Context: an optimization exercise on an open-source flow, tuned for a short achievable clock period and few clock cycles. The choices shown serve that exercise and are no tape-out recipe. The RTL was checked by simulation tests, not by an equivalence proof against the original design. Power is estimated from default activity; no workload was simulated.

## gnss_frame_core
module gnss_frame_core (
    input  wire        clk,
    input  wire        rst,           
    input  wire        cmd_valid,
    output wire        cmd_ready,
    input  wire [9:0]  cmd,
    output reg         resp_valid,
    output reg  [23:0] resp_data
);
    localparam [1:0] P_RTCM3 = 2'd1, P_NMEA = 2'd2;
    localparam [2:0] R_NONE = 3'd0, R_INVLEN = 3'd1, R_CRC = 3'd2, R_TOOLONG = 3'd3,
                     R_CKSUM = 3'd4;
    localparam [1:0] K_SHORT = 2'd0, K_RTCM = 2'd1, K_NMEA = 2'd2;
    localparam       ID = 8;          
    localparam       IW = $clog2(ID);
    function [23:0] crc8;
        input [23:0] c;
        input [7:0]  b;
        integer i;
        reg [23:0] v;
        begin
            v = c ^ {b, 16'h0000};
            for (i = 0; i < 8; i = i + 1)
                v = v[23] ? ((v << 1) ^ 24'h864CFB) : (v << 1);
            crc8 = v;
        end
    endfunction
    function [9:0] cls;
        input [7:0] c;
        reg hx;
        reg [3:0] hv;
        begin
  ...
Size in the first run: roughly 5,300 cells after synthesis, roughly 39 I/O pins.
export LEC_CHECK = 0
export ABC_CLOCK_PERIOD_IN_PS = 3000
export CAP_MARGIN = 20
export CORE_MARGIN = 2
export CORE_UTILIZATION = 40
export CTS_BUF_LIST = sky130_fd_sc_hd__clkbuf_16
export CTS_CLUSTER_DIAMETER = 100
export CTS_CLUSTER_SIZE = 25
export PLACE_DENSITY = 0.6
export SLEW_MARGIN = 20
create_clock -name core_clock -period 10.0 [get_ports {clk}]
standard.sh (not shown) runs the stock make flow with config.mk's settings and CLKGATE_MAP_FILE= SYNTH_SCRIPT=/design/flow/synth_recipe.tcl, a recipe that flattens the netlist after the stock synthesis.
==> flow/flow/run.sh <==
#!/bin/bash
set -euo pipefail
bash standard.sh SETUP_SLACK_MARGIN=6.7 finish > standard_flow.log 2>&1
Testbench counts at the start, summed over its fixed seeds: cycles 60,339.
Edit:
--- a/flow/design.v
+++ b/flow/design.v
@@ -289,34 +289,34 @@
             iw_d = {1'b1, 21'd0, q_has};
         end else if (f_next) begin
             iw = 1'b1;
             if (!q_has)
                 iw_d = {2'b00, 6'b000101, 15'd0};       
             else
                 iw_d = {1'b0, qhd};
         end
     end
     wire       nx_open = f_next && nx_slot;
     reg        rw_v;
-    reg  [6:0] rw_a;
+    reg  [127:0] rw_oh, wpoh;      
     genvar gi;
     generate
         for (gi = 0; gi < 128; gi = gi + 1) begin : g_ring
             always @(posedge clk)
-                if (rw_v && rw_a == gi)
+                if (rw_v && rw_oh[gi])
                     ring[gi*8 +: 8] <= rw_d;
         end
     endgenerate
     reg  [7:0] rw_d;
     always @(posedge clk) begin
-        rw_a  <= wp;
+        rw_oh <= wpoh;
         rw_d  <= hbyte;
         if (stp) begin
             s1d3 <= dd2; dd2 <= dd3; dd3 <= dd4; dd4 <= dd5; dd5 <= bc[3];
             s1dl <= ll2; ll2 <= ll3; ll3 <= ll4; ll4 <= ll5; ll5 <= b_dl;
             s2 <= s3; s3 <= s4; s4 <= s5; s5 <= b;
             x4  <= s3 ^ s4 ^ s5 ^ b;
             n3  <= n4; n4 <= n5; n5 <= b_ns;
             na4 <= n3 | n4 | n5 | b_ns;
             cw1 <= hcrc;
             cw2 <= crc8(cw1, 8'd0) ^ hcrc;
             cw3 <= crc8(cw2, 8'd0) ^ hcrc;
@@ -340,61 +340,64 @@
         if (iwr)
             it[it_wr] <= iwr_d;
         r1a <= r0a;
         r1g <= {ring[{3'd7, r0a[3:0], 3'b000} +: 8], ring[{3'd6, r0a[3:0], 3'b000} +: 8],
                 ring[{3'd5, r0a[3:0], 3'b000} +: 8], ring[{3'd4, r0a[3:0], 3'b000} +: 8],
                 ring[{3'd3, r0a[3:0], 3'b000} +: 8], ring[{3'd2, r0a[3:0], 3'b000} +: 8],
                 ring[{3'd1, r0a[3:0], 3'b000} +: 8], ring[{3'd0, r0a[3:0], 3'b000} +: 8]};
     end
     always @(posedge clk) begin
         if (rst) begin
             wp      <= 7'd0;
+            wpoh    <= 128'd1;
             rp      <= 7'd0;
             av      <= 8'd0;
             av5     <= 1'b0;
             av95    <= 1'b0;
             ck      <= K_SHORT;
             qh      <= 3'd0;
             qt      <= 3'd0;
             qc      <= 4'd0;
             scan    <= 1'b0;
             sinit   <= 1'b0;
             fl      <= 8'd0;
             r0v     <= 1'b0;
             r1v     <= 1'b0;
             r2v     <= 1'b0;
             sbv     <= 1'b0;
             rw_v    <= 1'b0;
         end else begin
             rw_v <= f_push;
             if (f_push) begin
                 wp   <= wp + 7'd1;
+                wpoh <= {wpoh[126:0], wpoh[127]};
             end
             if (stp) begin
                 rp <= n_rp;
                 av <= n_av;
                 av5  <= (n_av == 8'd5);
                 av95 <= (n_av == 8'd95);
                 ck <= n_ck;
                 if (n_enq) begin
                     qt <= qt + 3'd1;
                     if (q_full) qh <= qh + 3'd1;
                     else        qc <= qc + 4'd1;
                 end
             end
             if (f_next && q_has) begin
                 qh <= qh + 3'd1;
                 qc <= qc - 4'd1;
             end
             if (f_rst) begin
                 wp <= 7'd0;
+                wpoh <= 128'd1;
                 rp <= 7'd0;
                 av <= 8'd0;
                 av5  <= 1'b0;
                 av95 <= 1'b0;
                 ck <= K_SHORT;
                 qh <= 3'd0;
                 qt <= 3'd0;
                 qc <= 4'd0;
             end
             if (restart) begin
                 scan    <= 1'b1;
=>
- The new run completed without violations
- synthesized area rises by 7.1%
- setup slack improved by 0.12 ns
- global-route usage went down by 1.0 points
- first-iteration DRC count came out higher by 2.3%
- via count increases by 6.9%
- power goes up by 5.4%
- clock power went up by 9.8%
- final area went up by 6.3%
Testbench counts after the change, summed over its fixed seeds: cycles 60,339.

[static timing again, ports no longer ideal]
No port has a modelled driver above. Below, the same layouts with a new extraction and two added sets of constraints. Step 1 assumes that a clkbuf_16 drives the clock port and a buf_2 every other input. Step 2, shift: input delay + t, output delay - t, t = (earliest + latest rising clock arrival at the registers) / 2. This alone moves slack from input paths to output paths. Slacks: no drivers / after step 1 / after step 2; pairs: no drivers / after step 1.
run	t (ns)	slack for setup (ns)	worst setup path at the end	latest minus earliest clock arrival (ns)
the first run	0.858	6.629 / 6.537 / 6.052	input to register	0.070 / 0.070
the second run	0.859	6.748 / 6.657 / 5.931	input to register	0.080 / 0.079
After both steps setup and hold are still met in every run listed. For the second run, which loses most, drivers alone change the setup slack by -0.091 ns; drivers and shift together by -0.817 ns.
